What follows belongs to an exercise in optimizing a design on an open flow for small area, a short achievable clock period and few clock cycles; a production flow would make more cautious choices. Function was checked by simulation only, so behaviour that the tests miss may differ from the original. No activity file was given, so power comes from the tool's default toggle rates.

$ cat config.mk
export PLATFORM = sky130hd
export DESIGN_NAME = msdenc
export DESIGN_NICKNAME = msdenc
export VERILOG_FILES = /design/flow/design.v
export SDC_FILE = /design/flow/constraint.sdc
export NUM_CORES = 8
export LEC_CHECK = 0
export CAP_MARGIN = 20
export CELL_PAD_IN_SITES_DETAIL_PLACEMENT = 1
export CELL_PAD_IN_SITES_GLOBAL_PLACEMENT = 2
export CORE_MARGIN = 2
export CORE_UTILIZATION = 38
export CTS_BUF_LIST = sky130_fd_sc_hd__clkbuf_16
export CTS_CLUSTER_DIAMETER = 60
export CTS_CLUSTER_SIZE = 30
export PLACE_DENSITY = 0.5
export SETUP_SLACK_MARGIN = 5
export SLEW_MARGIN = 20
$ cat constraint.sdc
create_clock -name core_clock -period 10.0 [get_ports {clk}]
set_input_delay 2.0000 -clock core_clock [delete_from_list [all_inputs] [get_ports {clk}]]
set_output_delay 2.0000 -clock core_clock [all_outputs]
set_load 0.01 [all_outputs]
$ cat design.v
module msdenc (
    input  wire        clk,
    input  wire        rst,
    input  wire        host_valid,
    output wire        host_ready,
    input  wire        host_write,
    input  wire        host_arr,
    input  wire [2:0]  host_id,
    input  wire [7:0]  host_idx,
    input  wire [63:0] host_wdata,
    output reg         rd_valid,
    output reg  [63:0] rd_data
);
    localparam [7:0] OP_ENCBITS  = 8'h01;
    localparam [7:0] OP_ENCWIDE  = 8'h02;
    localparam [7:0] OP_ALNUM    = 8'h03;
    localparam [7:0] OP_ENCMSD   = 8'h10;
    localparam [7:0] OP_ENCERA   = 8'h11;
    localparam [7:0] OP_MAPDIAG  = 8'h20;
    localparam [7:0] OP_MAPCRASH = 8'h21;
    localparam [1:0] ST_OK      = 2'd0;
    localparam [1:0] ST_FAIL    = 2'd1;
    localparam [1:0] ST_ERR_CMD = 2'd2;
    localparam [1:0] ST_ERR_ARG = 2'd3;
    localparam [5:0] C_NONE     = 6'h00;
    localparam [5:0] C_VERSION  = 6'h01;
    localparam [5:0] C_VTYPE    = 6'h02;
    localparam [5:0] C_VIN      = 6'h03;
    localparam [5:0] C_LAT      = 6'h05;
    localparam [5:0] C_LON      = 6'h06;
    localparam [5:0] C_DIR      = 6'h07;
    localparam [5:0] C_N1_DLAT  = 6'h08;
    localparam [5:0] C_N1_DLON  = 6'h09;
    localparam [5:0] C_N2_DLAT  = 6'h0A;
    localparam [5:0] C_N2_DLON  = 6'h0B;
    localparam [5:0] C_LENGTH   = 6'h0C;
    localparam [5:0] C_BAD_LEN  = 6'h10;
    localparam [5:0] C_OFS_OVF  = 6'h11;
    localparam [5:0] C_BAD_OP   = 6'h20;
    localparam [5:0] C_RESERVED = 6'h21;
    localparam [3:0] PH_HDR   = 4'd0;
    localparam [3:0] PH_OID   = 4'd1;
    localparam [3:0] PH_DLEN  = 4'd2;
    localparam [3:0] PH_DATA  = 4'd3;
    localparam [3:0] PH_T1    = 4'd4;
    localparam [3:0] PH_T2    = 4'd5;
    localparam [3:0] PH_T2B   = 4'd6;
    localparam [3:0] PH_T3    = 4'd7;
    localparam [3:0] PH_T4    = 4'd8;
    localparam [3:0] PH_T5    = 4'd9;
    localparam [3:0] PH_PRE   = 4'd10;
    localparam [3:0] PH_VAL   = 4'd11;
    localparam [3:0] PH_BIT   = 4'd12;
    localparam [3:0] PH_FLUSH = 4'd13;
    localparam [3:0] PH_DONE  = 4'd14;
    reg [1:0]  status;
    reg [5:0]  cause;
    reg [4:0]  cause_index;
    reg [15:0] res_offset;
    reg [10:0] res_bits;
    reg [7:0]  res_bytes;
    reg        res_code_ff;      
    reg [5:0]  res_code;
    reg [15:0] r_wide;
    reg [63:0] r_mask;
    reg [7:0]  r_version;
    reg        r_opt;
    reg [7:0]  r_oid_len, r_data_len, r_msgid;
    reg        r_auto, r_test, r_trust;
    reg [7:0]  r_vtype;
    reg [5:0]  r_prop;
    reg [31:0] r_ts, r_lat, r_lon;
    reg [7:0]  r_dir;
    reg        r_n1p;
    reg [15:0] r_n1lat, r_n1lon;
    reg        r_n2p;
    reg [15:0] r_n2lat, r_n2lon;
    reg        r_paxp;
    reg [7:0]  r_pax;
    reg        r_severe, r_diagp, r_crashp;
    reg [20:0] r_diag_pres, r_diag_val;
    reg [5:0]  r_crash_pres, r_crash_val;
    reg [8*4-1:0]   src_f;
    reg [8*17-1:0]  vin_f;
    reg [8*255-1:0] oid_f;
    reg [8*255-1:0] dat_f;
    reg [8*140-1:0] buf_f;
    reg        busy;
    reg [3:0]  ph;
    reg [16:0] pos;         
    reg [4:0]  widx;        
    reg        ewide;       
    reg [5:0]  elen;        
    reg        p_valid;
    reg        msd_pend;    
    reg [63:0] p_data;      
    reg [6:0]  p_len;
    reg [3:0]  p_nb;        
    reg [16:0] p_pos;
    reg [7:0]  cbyte;       
    reg        ready_q;     
    reg        rdok_q;      
    wire       early = rdok_q && !host_write && !host_arr;
    assign host_ready = ready_q || early;
    wire accept = host_valid && (!busy || early);
    wire reg_wr = accept &&  host_write && !host_arr;
    wire arr_wr = accept &&  host_write &&  host_arr;
    wire cmd_wr = reg_wr && (host_idx == 8'h00);
    function [6:0] alnum;     
        input [7:0] c;
        begin
            alnum[6] = (c >= 8'h30 && c <= 8'h39) || (c >= 8'h41 && c <= 8'h48) ||
                       (c >= 8'h4A && c <= 8'h4E) || (c == 8'h50) ||
                       (c >= 8'h52 && c <= 8'h5A);
            if (!c[6])      alnum[5:0] = {2'b00, c[3:0]};
            else if (!c[4]) alnum[5:0] = {2'b00, c[3:0]} + ((c[3] && (c[2] || c[1])) ? 6'd8 : 6'd9);
            else            alnum[5:0] = {1'b0, c[4:0]} + ((c[3:0] == 4'd0) ? 6'd7 : 6'd6);
        end
    endfunction
    wire [6:0]   cmd_al = alnum(host_wdata[15:8]);
    wire [16:0]  vin_ok;
    wire [101:0] vin_codes;      
    genvar gi;
    generate
        for (gi = 0; gi < 17; gi = gi + 1) begin : g_vin
            wire [6:0] a = alnum(vin_f[8*gi +: 8]);
            assign vin_ok[gi] = a[6];
            assign vin_codes[101-6*gi -: 6] = a[5:0];
        end
    endgenerate
    reg [4:0] vin_bad;
    integer k;
    always @* begin
        vin_bad = 5'd0;
        for (k = 16; k >= 0; k = k - 1)
            if (!vin_ok[k]) vin_bad = k;
    end
    wire signed [31:0] lat_s = r_lat;
    wire signed [31:0] lon_s = r_lon;
    wire lat_ok = (r_lat == 32'h7FFFFFFF) ||
                  (lat_s >= -32'sd324000000 && lat_s <= 32'sd324000000);
    wire lon_ok = (r_lon == 32'h7FFFFFFF) ||
                  (lon_s >= -32'sd648000000 && lon_s <= 32'sd648000000);
    wire dir_ok = (r_dir <= 8'd179) || (r_dir == 8'd255);
    wire vt_ok  = (r_vtype >= 8'd1) && (r_vtype <= 8'd13);
    wire n1lat_ok = (r_n1lat[15:9] == {7{r_n1lat[9]}});
    wire n1lon_ok = (r_n1lon[15:9] == {7{r_n1lon[9]}});
    wire n2lat_ok = (r_n2lat[15:9] == {7{r_n2lat[9]}});
    wire n2lon_ok = (r_n2lon[15:9] == {7{r_n2lon[9]}});
    reg [11:0] pe;
    always @* begin
        case (r_prop)
            6'd0: pe = 12'h000;
            6'd1: pe = 12'hc00;
            6'd2: pe = 12'h600;
            6'd3: pe = 12'hf00;
            6'd4: pe = 12'h300;
            6'd5: pe = 12'hd80;
            6'd6: pe = 12'h780;
            6'd7: pe = 12'hfc0;
            6'd8: pe = 12'h180;
            6'd9: pe = 12'hcc0;
            6'd10: pe = 12'h6c0;
            6'd11: pe = 12'hf60;
            6'd12: pe = 12'h3c0;
            6'd13: pe = 12'hde0;
            6'd14: pe = 12'h7e0;
            6'd15: pe = 12'hff0;
            6'd16: pe = 12'h0c0;
            6'd17: pe = 12'hc60;
            6'd18: pe = 12'h660;
            6'd19: pe = 12'hf30;
            6'd20: pe = 12'h360;
            6'd21: pe = 12'hdb0;
            6'd22: pe = 12'h7b0;
            6'd23: pe = 12'hfd8;
            6'd24: pe = 12'h1e0;
            6'd25: pe = 12'hcf0;
            6'd26: pe = 12'h6f0;
            6'd27: pe = 12'hf78;
            6'd28: pe = 12'h3f0;
            6'd29: pe = 12'hdf8;
            6'd30: pe = 12'h7f8;
            6'd31: pe = 12'hffc;
            6'd32: pe = 12'h060;
            6'd33: pe = 12'hc30;
            6'd34: pe = 12'h630;
            6'd35: pe = 12'hf18;
            6'd36: pe = 12'h330;
            6'd37: pe = 12'hd98;
            6'd38: pe = 12'h798;
            6'd39: pe = 12'hfcc;
            6'd40: pe = 12'h1b0;
            6'd41: pe = 12'hcd8;
            6'd42: pe = 12'h6d8;
            6'd43: pe = 12'hf6c;
            6'd44: pe = 12'h3d8;
            6'd45: pe = 12'hdec;
            6'd46: pe = 12'h7ec;
            6'd47: pe = 12'hff6;
            6'd48: pe = 12'h0f0;
            6'd49: pe = 12'hc78;
            6'd50: pe = 12'h678;
            6'd51: pe = 12'hf3c;
            6'd52: pe = 12'h378;
            6'd53: pe = 12'hdbc;
            6'd54: pe = 12'h7bc;
            6'd55: pe = 12'hfde;
            6'd56: pe = 12'h1f8;
            6'd57: pe = 12'hcfc;
            6'd58: pe = 12'h6fc;
            6'd59: pe = 12'hf7e;
            6'd60: pe = 12'h3fc;
            6'd61: pe = 12'hdfe;
            6'd62: pe = 12'h7fe;
            6'd63: pe = 12'hfff;
            default: pe = 12'h000;
        endcase
    end
    wire [2:0] pc = {2'd0, r_prop[0]} + {2'd0, r_prop[1]} + {2'd0, r_prop[2]} +
                    {2'd0, r_prop[3]} + {2'd0, r_prop[4]} + {2'd0, r_prop[5]};
    wire prop_all = &r_prop;
    wire [12:0] msd_len = 13'd239 + {10'd0, pc}
                        + (r_n1p ? 13'd20 : 13'd0) + (r_n2p ? 13'd20 : 13'd0)
                        + (r_paxp ? 13'd8 : 13'd0)
                        + (r_opt ? (13'd16 + {2'd0, r_oid_len, 3'd0} + {2'd0, r_data_len, 3'd0}) : 13'd0);
    reg        vr_ver_bad, vr_vt_bad, vr_vin_bad, vr_lat_bad, vr_lon_bad, vr_dir_bad;
    reg        vr_n1lat_bad, vr_n1lon_bad, vr_n2lat_bad, vr_n2lon_bad;
    reg [4:0]  vr_vin_idx;
    reg [12:0] vr_len;
    always @(posedge clk) begin
        vr_ver_bad   <= (r_version != 8'd1);
        vr_vt_bad    <= !vt_ok;
        vr_vin_bad   <= !(&vin_ok);
        vr_vin_idx   <= vin_bad;
        vr_lat_bad   <= !lat_ok;
        vr_lon_bad   <= !lon_ok;
        vr_dir_bad   <= !dir_ok;
        vr_n1lat_bad <= r_n1p && !n1lat_ok;
        vr_n1lon_bad <= r_n1p && !n1lon_ok;
        vr_n2lat_bad <= r_n2p && !n2lat_ok;
        vr_n2lon_bad <= r_n2p && !n2lon_ok;
        vr_len       <= msd_len;
    end
    reg       v_fail;
    reg [5:0] v_cause;
    reg [4:0] v_index;
    always @* begin
        v_fail = 1'b1;
        v_index = 5'd0;
        if (vr_ver_bad)                  v_cause = C_VERSION;
        else if (vr_vt_bad)              v_cause = C_VTYPE;
        else if (vr_vin_bad) begin       v_cause = C_VIN; v_index = vr_vin_idx; end
        else if (vr_lat_bad)             v_cause = C_LAT;
        else if (vr_lon_bad)             v_cause = C_LON;
        else if (vr_dir_bad)             v_cause = C_DIR;
        else if (vr_n1lat_bad)           v_cause = C_N1_DLAT;
        else if (vr_n1lon_bad)           v_cause = C_N1_DLON;
        else if (vr_n2lat_bad)           v_cause = C_N2_DLAT;
        else if (vr_n2lon_bad)           v_cause = C_N2_DLON;
        else if (vr_len > 13'd1120)      v_cause = C_LENGTH;
        else begin                       v_cause = C_NONE; v_fail = 1'b0; end
    end
    wire [20:0] dflags = r_diag_pres & r_diag_val;
    wire [5:0]  cflags = r_crash_pres & r_crash_val;
    reg  [20:0] dflags_r;
    reg  [5:0]  cflags_r;
    always @* begin
        for (k = 0; k < 21; k = k + 1) dflags_r[20-k] = dflags[k];
        for (k = 0; k < 6; k = k + 1)  cflags_r[5-k]  = cflags[k];
    end
    reg [39:0] era_e;
    always @* begin
        era_e = 40'd0;
        era_e[39:32] = 8'd1;
        era_e[31] = r_diagp;
        era_e[30] = r_crashp;
        era_e[29] = r_severe;
        if (r_diagp) begin
            era_e[28:8] = dflags_r;
            if (r_crashp) era_e[7:2] = cflags_r;
        end else if (r_crashp) begin
            era_e[28:23] = cflags_r;
        end
    end
    wire [10:0] era_bits = 11'd11 + (r_diagp ? 11'd21 : 11'd0) + (r_crashp ? 11'd6 : 11'd0);
    wire [7:0]  w_op = host_wdata[7:0];
    wire [7:0]  w_a  = host_wdata[15:8];
    wire [15:0] w_b  = host_wdata[31:16];
    wire op_ok  = (w_op == OP_ENCBITS) || (w_op == OP_ENCWIDE) || (w_op == OP_ALNUM) ||
                  (w_op == OP_ENCMSD) || (w_op == OP_ENCERA) ||
                  (w_op == OP_MAPDIAG) || (w_op == OP_MAPCRASH);
    wire a_zero = (w_a == 8'd0);
    wire b_zero = (w_b == 16'd0);
    wire rsv_bad = (w_op == OP_ALNUM) ? !b_zero : (w_op[7:4] != 4'd0 && !(a_zero && b_zero));
    wire len_bad = (w_op == OP_ENCBITS) ?
                   !((w_a <= 8'd8) || (w_a == 8'd16) || (w_a == 8'd24) || (w_a == 8'd32)) :
                   (w_a > 8'd16);
    wire [16:0] arg_end = {1'b0, w_b} + {9'd0, w_a};
    wire cmd_good = cmd_wr && op_ok && !rsv_bad;
    wire emit_cmd = (w_op == OP_ENCBITS) || (w_op == OP_ENCWIDE);
    wire do_era   = cmd_good && (w_op == OP_ENCERA);
    wire do_diag  = cmd_good && (w_op == OP_MAPDIAG);
    wire do_crash = cmd_good && (w_op == OP_MAPCRASH);
    wire [7:0] bidx = busy ? pos[10:3] : host_idx;          
    wire [4:0] widx_m = busy ? widx : host_idx[7:3];         
    wire [15:0] bsel_h = 16'd1 << bidx[7:4];
    wire [15:0] bsel_l = 16'd1 << bidx[3:0];
    wire [31:0] wsel_oh = 32'd1 << widx_m;
    reg  [7:0]  buf_rd;
    reg  [63:0] oid_w, dat_w;                                
    always @* begin
        buf_rd = 8'd0;
        for (k = 0; k < 140; k = k + 1)
            buf_rd = buf_rd | (buf_f[8*k +: 8] & {8{bsel_h[k/16] & bsel_l[k%16]}});
        oid_w = 64'd0;
        dat_w = 64'd0;
        for (k = 0; k < 255; k = k + 1) begin
            oid_w[63-8*(k%8) -: 8] = oid_w[63-8*(k%8) -: 8] | (oid_f[8*k +: 8] & {8{wsel_oh[k/8]}});
            dat_w[63-8*(k%8) -: 8] = dat_w[63-8*(k%8) -: 8] | (dat_f[8*k +: 8] & {8{wsel_oh[k/8]}});
        end
    end
    wire [8:0] oid_rem = {1'b0, r_oid_len} - {1'b0, widx, 3'd0};
    wire [8:0] dat_rem = {1'b0, r_data_len} - {1'b0, widx, 3'd0};
    wire [15:0] val16 = ewide ? r_wide : {8'd0, src_f[7:0]};
    reg        s_push;
    reg [63:0] s_data;
    reg [6:0]  s_len;
    reg [16:0] s_pos;
    always @* begin
        s_push = busy;
        s_data = 64'd0;
        s_len  = 7'd0;
        s_pos  = pos;
        case (ph)
            PH_HDR: begin
                s_data = {8'h01, r_opt, r_oid_len, 47'd0};
                s_len  = r_opt ? 7'd17 : 7'd9;
            end
            PH_OID: begin
                s_data = oid_w;
                s_len  = (oid_rem >= 9'd8) ? 7'd64 : {oid_rem[3:0], 3'd0};
            end
            PH_DLEN: begin
                s_data = {r_data_len, 56'd0};
                s_len  = 7'd8;
            end
            PH_DATA: begin
                s_data = dat_w;
                s_len  = (dat_rem >= 9'd8) ? 7'd64 : {dat_rem[3:0], 3'd0};
            end
            PH_T1: begin
                s_data = {r_msgid, r_auto, r_test, r_trust, r_vtype[3:0] - 4'd1,
                          vin_codes[101:54], vin_codes[53]};
                s_len  = 7'd64;
            end
            PH_T2: begin
                s_data = {vin_codes[52:0], pe[11:1]};
                s_len  = prop_all ? 7'd64 : 7'd59 + {4'd0, pc};
            end
            PH_T2B: begin
                s_data = {1'b1, 63'd0};
                s_len  = 7'd1;
            end
            PH_T3: begin
                s_data = {r_ts, ~r_lat[31], r_lat[30:0]};
                s_len  = 7'd64;
            end
            PH_T4: begin
                s_data = {~r_lon[31], r_lon[30:0], r_dir, r_n1p,
                          ~r_n1lat[9], r_n1lat[8:0], ~r_n1lon[9], r_n1lon[8:0], 3'd0};
                s_len  = r_n1p ? 7'd61 : 7'd41;
            end
            PH_T5: begin
                if (r_n2p)
                    s_data = {1'b1, ~r_n2lat[9], r_n2lat[8:0], ~r_n2lon[9], r_n2lon[8:0],
                              r_paxp, r_pax, 34'd0};
                else
                    s_data = {1'b0, r_paxp, r_pax, 54'd0};
                s_len  = 7'd2 + (r_n2p ? 7'd20 : 7'd0) + (r_paxp ? 7'd8 : 7'd0);
            end
            PH_PRE: begin
                s_data = {buf_rd, 56'd0};
                s_len  = {4'd0, pos[2:0]};
                s_pos  = {pos[16:3], 3'd0};
            end
            PH_VAL: begin
                s_data = {src_f[7:0], src_f[15:8], src_f[23:16], src_f[31:24], 32'd0};
                s_len  = {1'b0, elen};
            end
            PH_BIT: begin
                s_data = {val16[widx[3:0]], 63'd0};
                s_len  = 7'd1;
            end
            PH_FLUSH: begin
                s_data = {buf_rd << pos[2:0], 56'd0};
                s_len  = 7'd8 - {4'd0, pos[2:0]};
            end
            default: begin
                s_push = 1'b0;
            end
        endcase
    end
    wire [6:0]  s_e = {4'd0, s_pos[2:0]} + s_len;
    wire [16:0] pos_nx = (ph == PH_PRE) ? pos : pos + {10'd0, s_len};
    always @(posedge clk) begin
        if (rst) begin
            busy    <= 1'b0;
            ready_q <= 1'b1;
            rdok_q  <= 1'b0;
            ph      <= PH_DONE;
            p_valid <= 1'b0;
            msd_pend <= 1'b0;
        end else begin
            p_valid <= s_push;
            msd_pend <= cmd_good && (w_op == OP_ENCMSD);
            if (msd_pend) rdok_q <= 1'b1;
            if (busy) begin
                pos <= pos_nx;
                case (ph)
                    PH_HDR:  ph <= r_opt ? ((r_oid_len != 8'd0) ? PH_OID : PH_DLEN) : PH_T1;
                    PH_OID: begin
                        if (oid_rem <= 9'd8) begin ph <= PH_DLEN; widx <= 5'd0; end
                        else widx <= widx + 5'd1;
                    end
                    PH_DLEN: ph <= (r_data_len != 8'd0) ? PH_DATA : PH_T1;
                    PH_DATA: begin
                        if (dat_rem <= 9'd8) ph <= PH_T1;
                        else widx <= widx + 5'd1;
                    end
                    PH_T1:   ph <= PH_T2;
                    PH_T2:   ph <= prop_all ? PH_T2B : PH_T3;
                    PH_T2B:  ph <= PH_T3;
                    PH_T3:   ph <= PH_T4;
                    PH_T4:   ph <= PH_T5;
                    PH_T5:   ph <= (pos_nx[2:0] != 3'd0) ? PH_FLUSH : PH_DONE;
                    PH_PRE:  ph <= (!ewide && (elen[5] || elen[4])) ? PH_VAL : PH_BIT;
                    PH_VAL:  ph <= (pos_nx[2:0] != 3'd0) ? PH_FLUSH : PH_DONE;
                    PH_BIT: begin
                        widx <= widx - 5'd1;
                        if (widx == 5'd0) ph <= (pos_nx[2:0] != 3'd0) ? PH_FLUSH : PH_DONE;
                    end
                    PH_FLUSH: ph <= PH_DONE;
                    default: begin
                        busy    <= 1'b0;
                        ready_q <= 1'b1;
                        rdok_q  <= 1'b0;
                    end
                endcase
            end else if (cmd_good && w_op == OP_ENCMSD) begin
                busy    <= 1'b1;
                ready_q <= 1'b0;
                ph   <= PH_HDR;
                pos  <= 17'd0;
                widx <= 5'd0;
            end else if (cmd_good && emit_cmd && !len_bad && !arg_end[16] && !a_zero) begin
                busy    <= 1'b1;
                rdok_q  <= 1'b1;
                ready_q <= 1'b0;
                ph    <= PH_PRE;
                pos   <= {1'b0, w_b};
                widx  <= w_a[4:0] - 5'd1;
                elen  <= w_a[5:0];
                ewide <= (w_op == OP_ENCWIDE);
            end
        end
    end
    always @(posedge clk) begin
        p_data <= s_data;
        p_len  <= s_len;
        p_pos  <= s_pos;
        p_nb   <= s_e[6:3];
    end
    wire [2:0]  wb  = p_pos[2:0];
    wire [2:0]  wfl = p_pos[5:3];
    wire [10:0] ww0 = p_pos[16:6];
    reg  [63:0] pre;
    reg  [7:0]  c_wrap;    
    always @* begin
        pre = p_data;
        c_wrap = 8'd0;
        case (wb)
            3'd1: begin pre[0:0] = cbyte[7:7]; c_wrap[7:7] = p_data[0:0]; end
            3'd2: begin pre[1:0] = cbyte[7:6]; c_wrap[7:6] = p_data[1:0]; end
            3'd3: begin pre[2:0] = cbyte[7:5]; c_wrap[7:5] = p_data[2:0]; end
            3'd4: begin pre[3:0] = cbyte[7:4]; c_wrap[7:4] = p_data[3:0]; end
            3'd5: begin pre[4:0] = cbyte[7:3]; c_wrap[7:3] = p_data[4:0]; end
            3'd6: begin pre[5:0] = cbyte[7:2]; c_wrap[7:2] = p_data[5:0]; end
            3'd7: begin pre[6:0] = cbyte[7:1]; c_wrap[7:1] = p_data[6:0]; end
            default: ;
        endcase
    end
    wire [63:0] r1 = wb[0]  ? {pre[0],     pre[63:1]}  : pre;
    wire [63:0] r2 = wb[1]  ? {r1[1:0],    r1[63:2]}   : r1;
    wire [63:0] r3 = wb[2]  ? {r2[3:0],    r2[63:4]}   : r2;
    wire [63:0] r4 = wfl[0] ? {r3[7:0],    r3[63:8]}   : r3;
    wire [63:0] r5 = wfl[1] ? {r4[15:0],   r4[63:16]}  : r4;
    wire [63:0] rot = wfl[2] ? {r5[31:0],  r5[63:32]}  : r5;
    wire [3:0] nb = p_nb;                         
    reg  [7:0] lane_lo, lane_hi;                   
    reg  [2:0] rel;
    always @* begin
        for (k = 0; k < 8; k = k + 1) begin
            rel = k[2:0] - wfl;
            lane_lo[k] = p_valid && ({1'b0, rel} < nb) && (k[2:0] >= wfl);
            lane_hi[k] = p_valid && ({1'b0, rel} < nb) && (k[2:0] <  wfl);
        end
    end
    wire [2:0] cl = wfl + nb[2:0];
    wire [7:0] cl_oh = 8'd1 << cl;
    reg  [7:0] c_lane;
    always @* begin
        c_lane = 8'd0;
        for (k = 0; k < 8; k = k + 1)
            c_lane = c_lane | (rot[63-8*k -: 8] & {8{cl_oh[k]}});
    end
    wire [7:0] c_next = nb[3] ? c_wrap : c_lane;
    always @(posedge clk)
        if (p_valid) cbyte <= c_next;
    reg [17:0] wsel;
    always @* begin
        for (k = 0; k < 18; k = k + 1) wsel[k] = (ww0 == k);
    end
    wire [17:0] wsel_up = {wsel[16:0], 1'b0};      
    always @(posedge clk) begin
        if (reg_wr) begin
            case (host_idx)
                8'h08: r_wide     <= host_wdata[15:0];
                8'h09: r_mask     <= host_wdata;
                8'h10: r_version  <= host_wdata[7:0];
                8'h11: r_opt      <= host_wdata[0];
                8'h12: r_oid_len  <= host_wdata[7:0];
                8'h13: r_data_len <= host_wdata[7:0];
                8'h14: r_msgid    <= host_wdata[7:0];
                8'h15: r_auto     <= host_wdata[0];
                8'h16: r_test     <= host_wdata[0];
                8'h17: r_trust    <= host_wdata[0];
                8'h18: r_vtype    <= host_wdata[7:0];
                8'h19: r_prop     <= host_wdata[5:0];
                8'h1A: r_ts       <= host_wdata[31:0];
                8'h1B: r_lat      <= host_wdata[31:0];
                8'h1C: r_lon      <= host_wdata[31:0];
                8'h1D: r_dir      <= host_wdata[7:0];
                8'h1E: r_n1p      <= host_wdata[0];
                8'h1F: r_n1lat    <= host_wdata[15:0];
                8'h20: r_n1lon    <= host_wdata[15:0];
                8'h21: r_n2p      <= host_wdata[0];
                8'h22: r_n2lat    <= host_wdata[15:0];
                8'h23: r_n2lon    <= host_wdata[15:0];
                8'h24: r_paxp     <= host_wdata[0];
                8'h25: r_pax      <= host_wdata[7:0];
                8'h30: r_severe   <= host_wdata[0];
                default: ;
            endcase
        end
        if (do_diag) begin
            for (k = 0; k < 21; k = k + 1) begin
                r_diag_pres[k] <= r_mask[2*k];
                r_diag_val[k]  <= r_mask[2*k+1];
            end
        end else if (reg_wr && host_idx == 8'h32) r_diag_pres <= host_wdata[20:0];
        else if (reg_wr && host_idx == 8'h33) r_diag_val <= host_wdata[20:0];
        if (do_diag) r_diagp <= 1'b1;
        else if (reg_wr && host_idx == 8'h31) r_diagp <= host_wdata[0];
        if (do_crash) begin
            for (k = 0; k < 6; k = k + 1) begin
                r_crash_pres[k] <= r_mask[2*k];
                r_crash_val[k]  <= r_mask[2*k+1];
            end
        end else if (reg_wr && host_idx == 8'h35) r_crash_pres <= host_wdata[5:0];
        else if (reg_wr && host_idx == 8'h36) r_crash_val <= host_wdata[5:0];
        if (do_crash) r_crashp <= 1'b1;
        else if (reg_wr && host_idx == 8'h34) r_crashp <= host_wdata[0];
    end
    wire [7:0] wd8 = host_wdata[7:0];
    always @(posedge clk) begin
        for (k = 0; k < 4; k = k + 1)
            if (arr_wr && host_id == 3'd0 && host_idx == k) src_f[8*k +: 8] <= wd8;
        for (k = 0; k < 17; k = k + 1)
            if (arr_wr && host_id == 3'd1 && host_idx == k) vin_f[8*k +: 8] <= wd8;
        for (k = 0; k < 255; k = k + 1)
            if (arr_wr && host_id == 3'd2 && host_idx == k) oid_f[8*k +: 8] <= wd8;
        for (k = 0; k < 255; k = k + 1) begin
            if (do_era && k < 5)
                dat_f[8*k +: 8] <= era_e[39-8*k -: 8];
            else if (arr_wr && host_id == 3'd3 && host_idx == k)
                dat_f[8*k +: 8] <= wd8;
        end
        for (k = 0; k < 140; k = k + 1) begin
            if (p_valid) begin
                if ((lane_lo[k%8] && wsel[k/8]) || (lane_hi[k%8] && wsel_up[k/8]))
                    buf_f[8*k +: 8] <= rot[63-8*(k%8) -: 8];
            end else if (arr_wr && host_id == 3'd4 && host_idx == k)
                buf_f[8*k +: 8] <= wd8;
        end
    end
    always @(posedge clk) begin
        if (rst) begin
            status      <= ST_OK;
            cause       <= C_NONE;
            cause_index <= 5'd0;
            res_offset  <= 16'd0;
            res_bits    <= 11'd0;
            res_bytes   <= 8'd0;
            res_code    <= 6'd0;
            res_code_ff <= 1'b0;
        end else if (msd_pend) begin
            if (v_fail) begin
                status      <= ST_FAIL;
                cause       <= v_cause;
                cause_index <= v_index;
                res_bits    <= 11'd0;
                res_bytes   <= 8'd0;
            end else begin
                res_bits    <= vr_len[10:0];
                res_bytes   <= vr_len[10:3];
            end
        end else if (cmd_wr) begin
            status      <= ST_OK;
            cause       <= C_NONE;
            cause_index <= 5'd0;
            if (!op_ok) begin
                status <= ST_ERR_CMD; cause <= C_BAD_OP;
            end else if (rsv_bad) begin
                status <= ST_ERR_CMD; cause <= C_RESERVED;
            end else begin
                case (w_op)
                    OP_ENCBITS, OP_ENCWIDE: begin
                        if (len_bad) begin
                            status <= ST_ERR_ARG; cause <= C_BAD_LEN;
                        end else if (arg_end[16]) begin
                            status <= ST_ERR_ARG; cause <= C_OFS_OVF;
                        end else begin
                            res_offset <= arg_end[15:0];
                        end
                    end
                    OP_ALNUM: begin
                        res_code    <= cmd_al[5:0];
                        res_code_ff <= !cmd_al[6];
                    end
                    OP_ENCERA: res_bits <= era_bits;
                    default: ;
                endcase
            end
        end
    end
    wire [31:0] vsel_oh = 32'd1 << host_idx[4:0];
    reg  [7:0] vin_rd;
    always @* begin
        vin_rd = 8'd0;
        for (k = 0; k < 17; k = k + 1)
            vin_rd = vin_rd | (vin_f[8*k +: 8] & {8{vsel_oh[k]}});
    end
    wire [7:0] src_rd = src_f[8*host_idx[1:0] +: 8];
    wire [7:0] hsel_oh = 8'd1 << host_idx[2:0];
    reg  [7:0] oid_rd, dat_rd;
    always @* begin
        oid_rd = 8'd0;
        dat_rd = 8'd0;
        for (k = 0; k < 8; k = k + 1) begin
            oid_rd = oid_rd | (oid_w[63-8*k -: 8] & {8{hsel_oh[k]}});
            dat_rd = dat_rd | (dat_w[63-8*k -: 8] & {8{hsel_oh[k]}});
        end
    end
    reg [7:0] arr_mux;
    always @* begin
        arr_mux = 8'd0;
        case (host_id)
            3'd0: if (host_idx[7:2] == 6'd0)  arr_mux = src_rd;
            3'd1: if (host_idx[7:5] == 3'd0)  arr_mux = vin_rd;
            3'd2: arr_mux = oid_rd;
            3'd3: arr_mux = dat_rd;
            3'd4: arr_mux = buf_rd;
            default: ;
        endcase
    end
    reg [63:0] reg_mux;
    always @* begin
        reg_mux = 64'd0;
        case (host_idx)
            8'h01: reg_mux[1:0]  = status;
            8'h02: reg_mux[5:0]  = cause;
            8'h03: reg_mux[4:0]  = cause_index;
            8'h04: reg_mux[15:0] = res_offset;
            8'h05: reg_mux[10:0] = res_bits;
            8'h06: reg_mux[7:0]  = res_bytes;
            8'h07: reg_mux[7:0]  = {res_code_ff, res_code_ff, res_code | {6{res_code_ff}}};
            8'h08: reg_mux[15:0] = r_wide;
            8'h09: reg_mux       = r_mask;
            8'h10: reg_mux[7:0]  = r_version;
            8'h11: reg_mux[0]    = r_opt;
            8'h12: reg_mux[7:0]  = r_oid_len;
            8'h13: reg_mux[7:0]  = r_data_len;
            8'h14: reg_mux[7:0]  = r_msgid;
            8'h15: reg_mux[0]    = r_auto;
            8'h16: reg_mux[0]    = r_test;
            8'h17: reg_mux[0]    = r_trust;
            8'h18: reg_mux[7:0]  = r_vtype;
            8'h19: reg_mux[5:0]  = r_prop;
            8'h1A: reg_mux[31:0] = r_ts;
            8'h1B: reg_mux[31:0] = r_lat;
            8'h1C: reg_mux[31:0] = r_lon;
            8'h1D: reg_mux[7:0]  = r_dir;
            8'h1E: reg_mux[0]    = r_n1p;
            8'h1F: reg_mux[15:0] = r_n1lat;
            8'h20: reg_mux[15:0] = r_n1lon;
            8'h21: reg_mux[0]    = r_n2p;
            8'h22: reg_mux[15:0] = r_n2lat;
            8'h23: reg_mux[15:0] = r_n2lon;
            8'h24: reg_mux[0]    = r_paxp;
            8'h25: reg_mux[7:0]  = r_pax;
            8'h30: reg_mux[0]    = r_severe;
            8'h31: reg_mux[0]    = r_diagp;
            8'h32: reg_mux[20:0] = r_diag_pres;
            8'h33: reg_mux[20:0] = r_diag_val;
            8'h34: reg_mux[0]    = r_crashp;
            8'h35: reg_mux[5:0]  = r_crash_pres;
            8'h36: reg_mux[5:0]  = r_crash_val;
            default: ;
        endcase
    end
    always @(posedge clk) begin
        if (rst) rd_valid <= 1'b0;
        else     rd_valid <= accept && !host_write;
        rd_data <= host_arr ? {56'd0, arr_mux} : reg_mux;
    end
endmodule
$ cat run.sh
#!/bin/bash
# synth_recipe.tcl (not shown) runs the flow's synth.tcl, then flattens the netlist and writes it again
# the make line also repeats each setting of config.mk as NAME=value (left out here)
make -C /OpenROAD-flow-scripts/flow DESIGN_CONFIG=/design/flow/config.mk WORK_HOME=/design/flow/orfs CLKGATE_MAP_FILE= SYNTH_SCRIPT=/design/flow/synth_recipe.tcl finish
==> results of run 1 <==
cell usage after synthesis (all sizes together), types with 41 or more instances:
master,n
inv,304
o22ai,117
nor2,1041
a22o,263
a222oi,180
o221ai,329
a21o,92
and4,41
and2,106
or4,52
xnor2,49
nor2b,55
o211ai,84
o2111ai,88
a221oi,255
nor3,215
a221o,50
edfxtp,5758
o21ai,457
dfxtp,265
ha,234
mux4,87
clkbuf,794
buf,487
nand2b,53
a21oi,399
a31oi,66
nand4,469
a22oi,1582
mux2i,188
and3,120
nor4,143
nand3,896
or3,42
a211oi,62
a32o,47
nand2,1092
a32oi,64
where the power goes:
group	internal (µW)	switching, µW
Combinational	668	2530
Sequential	27600	14.2
Clock	12100	11200
state kept, by name, summed over array words and instances, names as in the netlist, 13 cells and up:
register	count
r_mask	64
p_data	64
buf_f	1120
p_pos	17
r_n2lon	16
r_lat	32
r_n2lat	16
pos	17
r_ts	32
r_n1lon	16
rd_data	64
r_wide	16
oid_f	2040
src_f	32
dat_f	2040
vr_len	13
r_n1lat	16
res_offset	16
r_lon	32
r_diag_pres	21
vin_f	136
r_diag_val	21
cell type report:
type / count / area (µm²)
Fill cell: 63711 / 356000
Clock buffer: 567 / 14200
Tap cell: 8642 / 10800
Timing Repair Buffer: 1640 / 15600
Sequential cell: 6023 / 178000
Inverter: 306 / 1180
Antenna cell: 168 / 420
Clock inverter: 439 / 5010
Multi-Input combinational cell: 9609 / 69000
timing repair:
item | in CTS | in global routing
hold endpoints to repair | 0 | 0
buffers inserted | 193 | 133
pin swaps | 119 | 111
cloned | 25 | 24
endpoints found under the setup margin | 1766 | 757
resized for setup | 484 | 293
stage by stage:
| step | setup WS (ns) | hold WS (ns) | utilization |
|---|---|---|---|
| after floorplan | 5.00 | 0.346 | - |
| after global placement | 2.02 | 0.412 | 0.411 |
| after detailed placement | 2.13 | 0.413 | 0.411 |
| after CTS | 4.75 | 0.423 | 0.447 |
| after global routing | 4.74 | 0.430 | 0.452 |
| final | 4.66 | 0.427 | 0.453 |
cell families after synthesis:
group | count (synthesis) | synth area share
buf+inv | 1587 | 0.0261
compound gates | 4460 | 0.135
simple gates | 4490 | 0.0883
flops | 6023 | 0.718
fa+ha+maj | 248 | 0.0129
mux | 314 | 0.0173
xor+xnor | 79 | 0.00279
metal layers:
metal / global-route usage / vias up / wire, µm
met5: 0.000217 / - / 976
li1: - / 71828 / -
met4: 0.285 / 130 / 122000
met2: 0.610 / 16300 / 611000
met1: 0.580 / 103427 / 568000
met3: 0.149 / 3676 / 202000
worst paths after layout:
check / depth (start not counted) / slack (ns) / to
setup / recovery: 16 / 4.66 / p_data[61]$_DFF_P_
hold reg to reg: 0 / 0.43 / p_pos[16]$_DFF_P_
hold / removal: 0 / 0.43 / p_pos[16]$_DFF_P_
setup reg to reg: 16 / 4.76 / rd_data[2]$_DFF_P_
==> results_dict.tcl, run 1 <==
set metrics [dict create \
    final_common_cell "edfxtp_1" \
    instances_no_fill 27394 \
    cpPeakStageDelay_ns 1.01 \
    outcome "timing/DRC/antenna clean" \
    antenna_found_initial 257 \
    syn_inst 17201 \
    p_leak_uw 0.0941 \
    cp_max_fo 25 \
    synthesis.area_um2 248000 \
    drive_above_1_share 0.194 \
    io_buffers 145 \
    fin_nets 18455 \
    cp.required_ns 10.97 \
    grtUsageTotal 0.438 \
    io_pins 146 \
    power_density_nw_per_um2 184 \
    final_area_um2 294000 \
    clock_latency_ns 1.20 \
    maxSlewViolCount 0 \
    gp_congestion 1.05 \
    netlist_top_cells_area "edfxtp_1, a22oi_1, dfxtp_1, nand3_1, nand2_1" \
    period_needed_ns 5.34 \
    cp_data_arrival_time_ns 6.30 \
    grt_pass1_wl_um 1890000 \
    synthArstFlopShare 0 \
    synth_top_area_cell "edfxtp_1" \
    root_buffer "clkbuf_16" \
    peakVddDrop_uv 231 \
    synth_nets 17528 \
    crit_type "primary input to flop" \
    grt_max_degree 214 \
    final-setup-viol-count 0 \
    yosysUniqueCellTypes 101 \
    power_uw 54100 \
    critPathCaptureType "flop" \
    hold_viol 0 \
    area_growth_pct 18.6 \
    place_inst 25833 \
    reg2reg_from "busy$_SDFF_PP0_" \
    die_x_um 812 \
    crit_family "compound AO/OA/AOI/OAI gates" \
    grt_pass1_vias 177614 \
    synth_top_area_frac 0.696 \
    die_y_um 812 \
    maxCapViolCount 0 \
    slew_headroom 0.0586 \
    wl_per_cell_um 54.9 \
    cts_inserted_buffers 548 \
    clkTransAtPathRegs_ns 0.06 \
    min-delay-start "pos[16]$_SDFFCE_PN0P_" \
    synth_seq_area_share 0.718 \
    rsz0062_at_grt "true" \
    vias 195361 \
    grt-ovfl-total 0 \
    synth_edf_count 5758 \
    fin_setup_tns_ns 0 \
    initial_core_util 0.382 \
    crit_path_start "host_idx[5]" \
    avgSynthCellArea_um2 14.4 \
    max_freq_ghz 0.187 \
    finalCritPeriodShare 0.534 \
    cp-start-kind "primary input" \
    clockBufferDepth 4 \
    path_cells "buf_16, buf_12, buf_4, buf_4, nor3_4, buf_8, o22a_4, buf_8, a222oi_1, nand4_1, nand4b_1, or3_4, buf_12, a21oi_4, o221a_2, o21ai_1" \
    cts.htree.levels 6 \
    fin_worst_skew_ns 0.112 \
    slowest_stage "a222oi_1" \
    dp_hpwl_um 1000000 \
    drt-total-wl_um 1500000 \
    synth_ff_type "edfxtp_1" \
    place_area_um2 267000 \
    cts_tree "built" \
    die_area_um2 660000 \
    dr.pass1.iters 8 \
    min_path_type "flop to flop" \
    mostFrequentLayoutCells "edfxtp_1, a22oi_1, buf_4" \
    viasPerCell 7.13 \
    critPathBufInv 7 \
    cts_sinks 6023 \
    rows 296 \
    synth_seq_cells 6023 \
    drcViolationCount 0 \
    drt_iter0_markers 38377 \
    hold_buffers 0 \
    coreArea_um2 650000 \
    synth_warnings 251 \
    worst_pin_slew_ns 1.41 \
    ant_nets 0 \
]
Testbench counts, summed over its fixed seeds: cycles 17,486.
==> run 2: changes to the inputs <==
--- a/design.v
+++ b/design.v
@@ -228,6 +228,7 @@
     reg        vr_n1lat_bad, vr_n1lon_bad, vr_n2lat_bad, vr_n2lon_bad;
     reg [4:0]  vr_vin_idx;
     reg [12:0] vr_len;
+    reg [6:0]  vr_t2len;    
     always @(posedge clk) begin
         vr_ver_bad   <= (r_version != 8'd1);
         vr_vt_bad    <= !vt_ok;
@@ -241,6 +242,7 @@
         vr_n2lat_bad <= r_n2p && !n2lat_ok;
         vr_n2lon_bad <= r_n2p && !n2lon_ok;
         vr_len       <= msd_len;
+        vr_t2len     <= prop_all ? 7'd64 : 7'd59 + {4'd0, pc};
     end
     reg       v_fail;
     reg [5:0] v_cause;
@@ -356,7 +358,7 @@
             end
             PH_T2: begin
                 s_data = {vin_codes[52:0], pe[11:1]};
-                s_len  = prop_all ? 7'd64 : 7'd59 + {4'd0, pc};
+                s_len  = vr_t2len;
             end
             PH_T2B: begin
                 s_data = {1'b1, 63'd0};
==> run 2 against run 1 <==
Net effect: synthesized cell count fell by 2.8%; largest power group unchanged; hold slack got worse by 0.0036 ns; register-to-register slack got worse by 0.26 ns; final area fell by 0.31%; cell count fell by 0.76%; critical path depth did not move; global-route usage rose by 2.4 points; still clean; largest cell class unchanged; sequential cell count rose by 6; via count rose by 2.4%; highest routed layer unchanged; die area fell by 0.95%.
==> results_dict.tcl, run 2 <==
set metrics [dict create \
    outcome "timing/DRC/antenna clean" \
    cts_sinks 6029 \
    cp_max_fo 17 \
    cts_tree "built" \
    netlist_top_cells_area "edfxtp_1, a22oi_1, dfxtp_1, a221oi_1, a22o_1" \
    io_buffers 145 \
    final_common_cell "edfxtp_1" \
    path_common_cell "buf_12" \
    grt_pass1_vias 182492 \
    clkTransAtPathRegs_ns 0.07 \
    min_path_type "flop to flop" \
    synth_seq_cells 6029 \
    coreArea_um2 645000 \
    worst_pin_slew_ns 1.38 \
    clockBufferDepth 4 \
    slowest_stage "a222oi_1" \
    die_area_um2 654000 \
    period_needed_ns 5.63 \
    synth_seq_area_share 0.725 \
    grt_pass1_wl_um 1970000 \
    ant_nets 0 \
    dr.pass1.iters 10 \
    yosysMostFrequentCell "edfxtp_1" \
    cp.required_ns 10.98 \
    p_leak_uw 0.0951 \
    vias 200025 \
    drt-total-wl_um 1570000 \
    cpPeakStageDelay_ns 1.00 \
    synth_top_area_frac 0.703 \
    synthesis.area_um2 246000 \
    maxSlewViolCount 0 \
    clock_latency_ns 1.21 \
    fin_setup_tns_ns 0 \
    top_regs "dat_f x2040, oid_f x2040, buf_f x1120" \
    critPathBufInv 5 \
    gp_congestion 1.08 \
    viasPerCell 7.36 \
    drt_iter0_markers 39795 \
    drcViolationCount 0 \
    cts_inserted_buffers 543 \
    path_cells "buf_8, buf_16, nand3b_1, buf_12, nand2_8, buf_12, nand2_8, buf_12, o21ai_0, a221oi_1, nand4_1, or3_1, nor2_1, nor2_1, a222oi_1, o221ai_1" \
    cts.htree.levels 6 \
    rsz0062_at_grt "true" \
    fin_nets 18256 \
    mostFrequentLayoutCells "edfxtp_1, buf_4, a22oi_1" \
    antenna_found_initial 283 \
    grt-ovfl-total 0 \
    synth_edf_count 5758 \
    grtUsageTotal 0.462 \
    avgSynthCellArea_um2 14.7 \
    max_freq_ghz 0.178 \
    synth_warnings 251 \
    synthArstFlopShare 0 \
    finalCritPeriodShare 0.563 \
    hold_viol 0 \
    initial_core_util 0.381 \
    cp_data_arrival_time_ns 6.61 \
    crit_type "primary input to flop" \
    critPathCaptureType "flop" \
    syn_inst 16719 \
    fin_worst_skew_ns 0.103 \
    yosysUniqueCellTypes 102 \
    dp_hpwl_um 1060000 \
    area_growth_pct 19.3 \
    wl_per_cell_um 57.9 \
    crit_family "compound AO/OA/AOI/OAI gates" \
    utilization 0.455 \
    maxCapViolCount 0 \
    final-setup-viol-count 0 \
    synthTopCellsByCount "edfxtp_1, a22oi_1, nand2_1" \
    synth_top_area_cell "edfxtp_1" \
    synth_ff_type "edfxtp_1" \
    die_y_um 808 \
    drive_above_1_share 0.203 \
    grt_max_degree 158 \
    synth_nets 17048 \
    power_density_nw_per_um2 183 \
    slew_headroom 0.0722 \
    root_buffer "clkbuf_16" \
    rows 295 \
    io_pins 146 \
    peakVddDrop_uv 201 \
    cp-start-kind "primary input" \
    die_x_um 808 \
]
## run 2: cell count changes after synthesis, moves of 32 or more
cell / change
nand4_1: -85
a22o_1: +201
nand3_1: -143
nor4_1: -41
o221ai_1: -202
or3_1: +32
o22ai_1: +47
o2111ai_1: -62
clkbuf_1: -113
a22oi_1: -263
inv_1: -83
a221oi_1: +303
a21oi_1: +46
a32oi_1: +106
## run 2: cell families after synthesis
family / after synthesis / share of synthesized area
flip-flops: 6029 / 0.725
multiplexers: 292 / 0.0162
buffers and inverters: 1418 / 0.0239
AO/OA/AOI/OAI: 4501 / 0.138
XOR/XNOR: 72 / 0.00256
adder cells (fa/ha/maj): 249 / 0.0131
AND/OR/NAND/NOR: 4158 / 0.0811
## run 2: worst reg2reg max path, delay by kind of cell, from the launching register on
kind                   cells  cell delay, ns
and+or+nand+nor            4            1.06
muxes                      1            0.52
buffers and inverters      4            1.29
AOI/OAI and AO/OA          5            1.95
DFF                        1            0.51
## run 2: per-layer routing
| layer | GRT usage | part of all wire |
|---|---|---|
| met1 | 0.585 | 0.36 |
| met2 | 0.640 | 0.41 |
| met3 | 0.180 | 0.14 |
| met4 | 0.337 | 0.090 |
| met5 | 0.00577 | 0.0011 |
## run 2: final cells by class
| type | instances | area, µm² |
|---|---|---|
| Fill cell | 62947 | 352000 |
| Sequential cell | 6029 | 178000 |
| Multi-Input combinational cell | 9283 | 66700 |
| Timing Repair Buffer | 1844 | 17600 |
| Clock buffer | 550 | 13800 |
| Tap cell | 8613 | 10800 |
| Clock inverter | 439 | 4940 |
| Inverter | 226 | 883 |
| Antenna cell | 201 | 503 |
## run 2: through the flow
step                total power [µW]  setup WS (ns)  cells  instance area, µm²  hold slack (ns)
global placement               31000          0.990  25555              266000            0.386
floorplan                      28900           4.91  16719              246000            0.343
detailed placement             31000           1.10  25595              267000            0.398
global route                   54400           4.66  27006              293000            0.426
finish                         53800           4.37  27185              293000            0.423
CTS                            53400           4.80  26798              290000            0.413
## run 2: path summary, 6_finish.rpt
kind	startpoint	endpoint	slack (ns)	cells after the start
setup / recovery	host_idx[4]	rd_data[5]$_DFF_P_	4.37	16
hold / removal	pos[16]$_SDFFCE_PN0P_	p_pos[16]$_DFF_P_	0.42	0
setup reg to reg	busy$_SDFF_PP0_	rd_data[5]$_DFF_P_	4.50	14
hold reg to reg	pos[16]$_SDFFCE_PN0P_	p_pos[16]$_DFF_P_	0.42	0
## run 2: where the power goes
part	total (µW)	internal, µW	switching (µW)
clock network	22900	11700	11200
logic	3340	705	2640
registers	27600	27600	13.5
total	53800	40000	13800
## run 2: what timing repair did
item                                    4_1_cts  5_1_grt
gates resized for setup                     501      310
pin swaps                                    94      134
cloned                                       20       13
endpoints found under the setup margin     2028      578
buffers inserted                            194      165
hold buffers                                  0        0
Testbench counts of run 2, summed over its fixed seeds: cycles 17,486.
==> run 3: changes to the inputs <==
--- a/design.v
+++ b/design.v
@@ -228,7 +228,6 @@
     reg        vr_n1lat_bad, vr_n1lon_bad, vr_n2lat_bad, vr_n2lon_bad;
     reg [4:0]  vr_vin_idx;
     reg [12:0] vr_len;
-    reg [6:0]  vr_t2len;    
     always @(posedge clk) begin
         vr_ver_bad   <= (r_version != 8'd1);
         vr_vt_bad    <= !vt_ok;
@@ -242,7 +241,6 @@
         vr_n2lat_bad <= r_n2p && !n2lat_ok;
         vr_n2lon_bad <= r_n2p && !n2lon_ok;
         vr_len       <= msd_len;
-        vr_t2len     <= prop_all ? 7'd64 : 7'd59 + {4'd0, pc};
     end
     reg       v_fail;
     reg [5:0] v_cause;
@@ -358,7 +356,7 @@
             end
             PH_T2: begin
                 s_data = {vin_codes[52:0], pe[11:1]};
-                s_len  = vr_t2len;
+                s_len  = prop_all ? 7'd64 : 7'd59 + {4'd0, pc};
             end
             PH_T2B: begin
                 s_data = {1'b1, 63'd0};
--- a/config.mk
+++ b/config.mk
@@ -10,9 +10,7 @@
 export CELL_PAD_IN_SITES_GLOBAL_PLACEMENT = 2
 export CORE_MARGIN = 2
 export CORE_UTILIZATION = 38
-export CTS_BUF_LIST = sky130_fd_sc_hd__clkbuf_16
-export CTS_CLUSTER_DIAMETER = 60
-export CTS_CLUSTER_SIZE = 30
+export CTS_BUF_LIST = sky130_fd_sc_hd__clkbuf_8
 export PLACE_DENSITY = 0.5
 export SETUP_SLACK_MARGIN = 5
 export SLEW_MARGIN = 20
==> run 3 against run 2 <==
Net effect: via count fell by 1.1%; combinational power fell by 8.1%; sequential share of layout area rose by 0.28 points; global-route usage fell by 2.1 points; wire length fell by 5.1%; clock skew fell by 0.0011 ns; still clean; highest routed layer unchanged; largest power group unchanged; synthesized cell count rose by 2.9%; area after synthesis rose by 0.96%; setup slack improved by 0.12 ns.
==> results_dict.tcl, run 3 <==
set metrics [dict create \
    rows 296 \
    area_growth_pct 17.6 \
    hold_viol 0 \
    period_needed_ns 5.51 \
    max_freq_ghz 0.181 \
    fin_nets 18907 \
    cts_tree "built" \
    cts.htree.levels 7 \
    utilization 0.449 \
    fillers 64670 \
    die_y_um 812 \
    avgSynthCellArea_um2 14.4 \
    die_area_um2 660000 \
    worst_pin_slew_ns 1.35 \
    synth_warnings 251 \
    synth_nets 17528 \
    grt_pass1_wl_um 1900000 \
    final-setup-viol-count 0 \
    reg2reg_depth 14 \
    drt-total-wl_um 1490000 \
    synth_seq_cells 6023 \
    initial_core_util 0.382 \
    clock_latency_ns 1.44 \
    ant_nets 0 \
    synthTopCellsByCount "edfxtp_1, a22oi_1, nand2_1" \
    final_common_cell "edfxtp_1" \
    synth_edf_count 5758 \
    gp_congestion 1.05 \
    yosysMostFrequentCell "edfxtp_1" \
    clkTransAtPathRegs_ns 0.06 \
    top_regs "dat_f x2040, oid_f x2040, buf_f x1120" \
    vias 197739 \
    hold_buffers 0 \
    fin_setup_tns_ns 0 \
    synth_top_area_cell "edfxtp_1" \
    min_path_type "flop to flop" \
    die_x_um 812 \
    crit_type "primary input to flop" \
    slew_headroom 0.101 \
    cp_max_fo 25 \
    synthesis.area_um2 248000 \
    syn_inst 17201 \
    peakVddDrop_uv 144 \
    dp_hpwl_um 1000000 \
    drcViolationCount 0 \
    synth_ff_type "edfxtp_1" \
    grtUsageTotal 0.441 \
    drive_above_1_share 0.191 \
    maxSlewViolCount 0 \
    grt-ovfl-total 0 \
    io_buffers 145 \
    cts_sinks 6023 \
    coreArea_um2 650000 \
    power_density_nw_per_um2 181 \
    io_pins 146 \
    finalCritPeriodShare 0.551 \
    wl_per_cell_um 53.1 \
    root_buffer "clkbuf_8" \
    synth_seq_area_share 0.718 \
    r2r_setup_slack_ns 4.55 \
    drt_iter0_markers 38520 \
    netlist_top_cells_area "edfxtp_1, a22oi_1, dfxtp_1, nand3_1, nand2_1" \
    outcome "timing/DRC/antenna clean" \
    cp_data_arrival_time_ns 6.75 \
    grt_pass1_vias 182080 \
    synth_top_area_frac 0.696 \
    hold_path_depth 1 \
    cp.required_ns 11.23 \
    rsz0062_at_grt "true" \
    p_leak_uw 0.0949 \
    grt_max_degree 214 \
    cts_inserted_buffers 1139 \
    clockBufferDepth 5 \
    fin_worst_skew_ns 0.102 \
    cp-start-kind "primary input" \
    mostFrequentLayoutCells "edfxtp_1, a22oi_1, clkbuf_8" \
    synthArstFlopShare 0 \
    dr.pass1.iters 12 \
    critPathCaptureType "flop" \
    maxCapViolCount 0 \
    antenna_found_initial 265 \
    yosysUniqueCellTypes 101 \
    viasPerCell 7.03 \
]
==> run 3: cell families (layout without fill, tap and decap cells) <==
family / Yosys count / in the layout / share of synthesized area
DFF: 6023 / 6023 / 0.718
and+or+nand+nor: 4490 / 4495 / 0.0883
AOI/OAI and AO/OA: 4460 / 4471 / 0.135
buffers and inverters: 1587 / 3685 / 0.0261
muxes: 314 / 315 / 0.0173
adders and majority gates: 248 / 248 / 0.0129
xor gates and xnor gates: 79 / 79 / 0.00279
other: 0 / 168 / 0
==> run 3: path summary, 6_finish.rpt <==
| path | from | to |
|---|---|---|
| worst max register to register | busy$_SDFF_PP0_ | rd_data[6]$_DFF_P_ |
| worst max-delay path | host_idx[2] | rd_data[6]$_DFF_P_ |
| worst min-delay path | r_mask[42]$_DFFE_PP_ | rd_data[42]$_SDFF_PP0_ |
| worst min register to register | r_mask[42]$_DFFE_PP_ | rd_data[42]$_SDFF_PP0_ |
==> run 3: report_power, final <==
part           internal, µW  switching, µW  leakage, µW
sequential            27600           13.4       0.0539
clock                 11100          11000       0.0113
combinational           607           2470       0.0297
==> run 3: critical path, stage by stage <==
cell      delay, ns
buf_6          0.16
buf_12         0.23
nor3b_1        0.21
o22a_4         0.42
buf_4          0.36
nand3_1        0.18
nand4_1        0.15
nor4_4         0.43
nand4_1        0.76
nor4_4         0.91
buf_4          0.27
nor2_1         0.06
a221oi_1       0.31
o211ai_1       0.13
==> run 3: what timing repair did <==
action,CTS,global route
setup endpoints to repair,1319,468
pin swaps,84,72
gates resized for setup,353,182
setup buffers,155,59
cloned,15,6
==> run 3: through the flow <==
| step | instances | setup WS, ns | cell area, µm² | hold slack, ns | power, µW |
|---|---|---|---|---|---|
| global route | 27978 | 4.71 | 292000 | 0.441 | 53700 |
| detailed placement | 25833 | 2.13 | 267000 | 0.413 | 30800 |
| floorplan | 17201 | 5.00 | 248000 | 0.346 | 28900 |
| global placement | 25812 | 2.02 | 267000 | 0.412 | 30800 |
| CTS | 27880 | 4.76 | 290000 | 0.426 | 52600 |
| finish | 28126 | 4.49 | 292000 | 0.431 | 52800 |
==> run 3: final cells by class <==
type / instances / area [µm²] / area share
antenna: 168 / 420 / 0.00144
inverter: 306 / 1170 / 0.00402
clock inverter: 702 / 3170 / 0.0109
multi-input combinational: 9608 / 68400 / 0.234
sequential: 6023 / 178000 / 0.610
clock buffer: 1175 / 16200 / 0.0554
tap: 8642 / 10800 / 0.0370
timing repair buffer: 1502 / 13500 / 0.0464
==> run 3: per-layer routing <==
metal / routed length [µm] / track usage / up-vias
met5: 597 / 0.00478 / -
met4: 121000 / 0.304 / 66
met2: 610000 / 0.608 / 16985
met3: 196000 / 0.152 / 4032
met1: 565000 / 0.580 / 103893
li1: - / - / 72763
Testbench counts of run 3, summed over its fixed seeds: cycles 17,486.

==> afterwards: timing with drivers on the ports <==
How much do the figures lean on ideal ports? The routed layouts below were timed once more, with nothing changed but the port constraints. Step 1 (the two cells are an assumption about what drives the block):
set clk [get_ports {clk}]
set_driving_cell -lib_cell sky130_fd_sc_hd__clkbuf_16 $clk
set_driving_cell -lib_cell sky130_fd_sc_hd__buf_2 [delete_from_list [all_inputs] $clk]
Step 2 also shifts input and output timing later by t, the mid clock arrival at the registers, as if the neighbouring blocks saw the same clock. Three values: ideal, step 1, step 2; two values: the first two.
run	shift t [ns]	setup slack, ns	worst hold slack (ns)	worst setup path at the end	worst slew at a driven data input, ns
run 1	1.291	4.663 / 4.636 / 3.345	0.427 / 0.427 / 0.427	input to register	0.22
run 2	1.333	4.368 / 4.499 / 3.165	0.423 / 0.423 / 0.423	input to register	0.37
run 3	1.541	4.488 / 4.456 / 2.916	0.431 / 0.431 / 0.431	input to register	0.25
After both steps setup and hold are still met in every run listed. For run 3, which loses most, drivers alone change the setup slack by -0.032 ns; drivers and shift together by -1.572 ns.
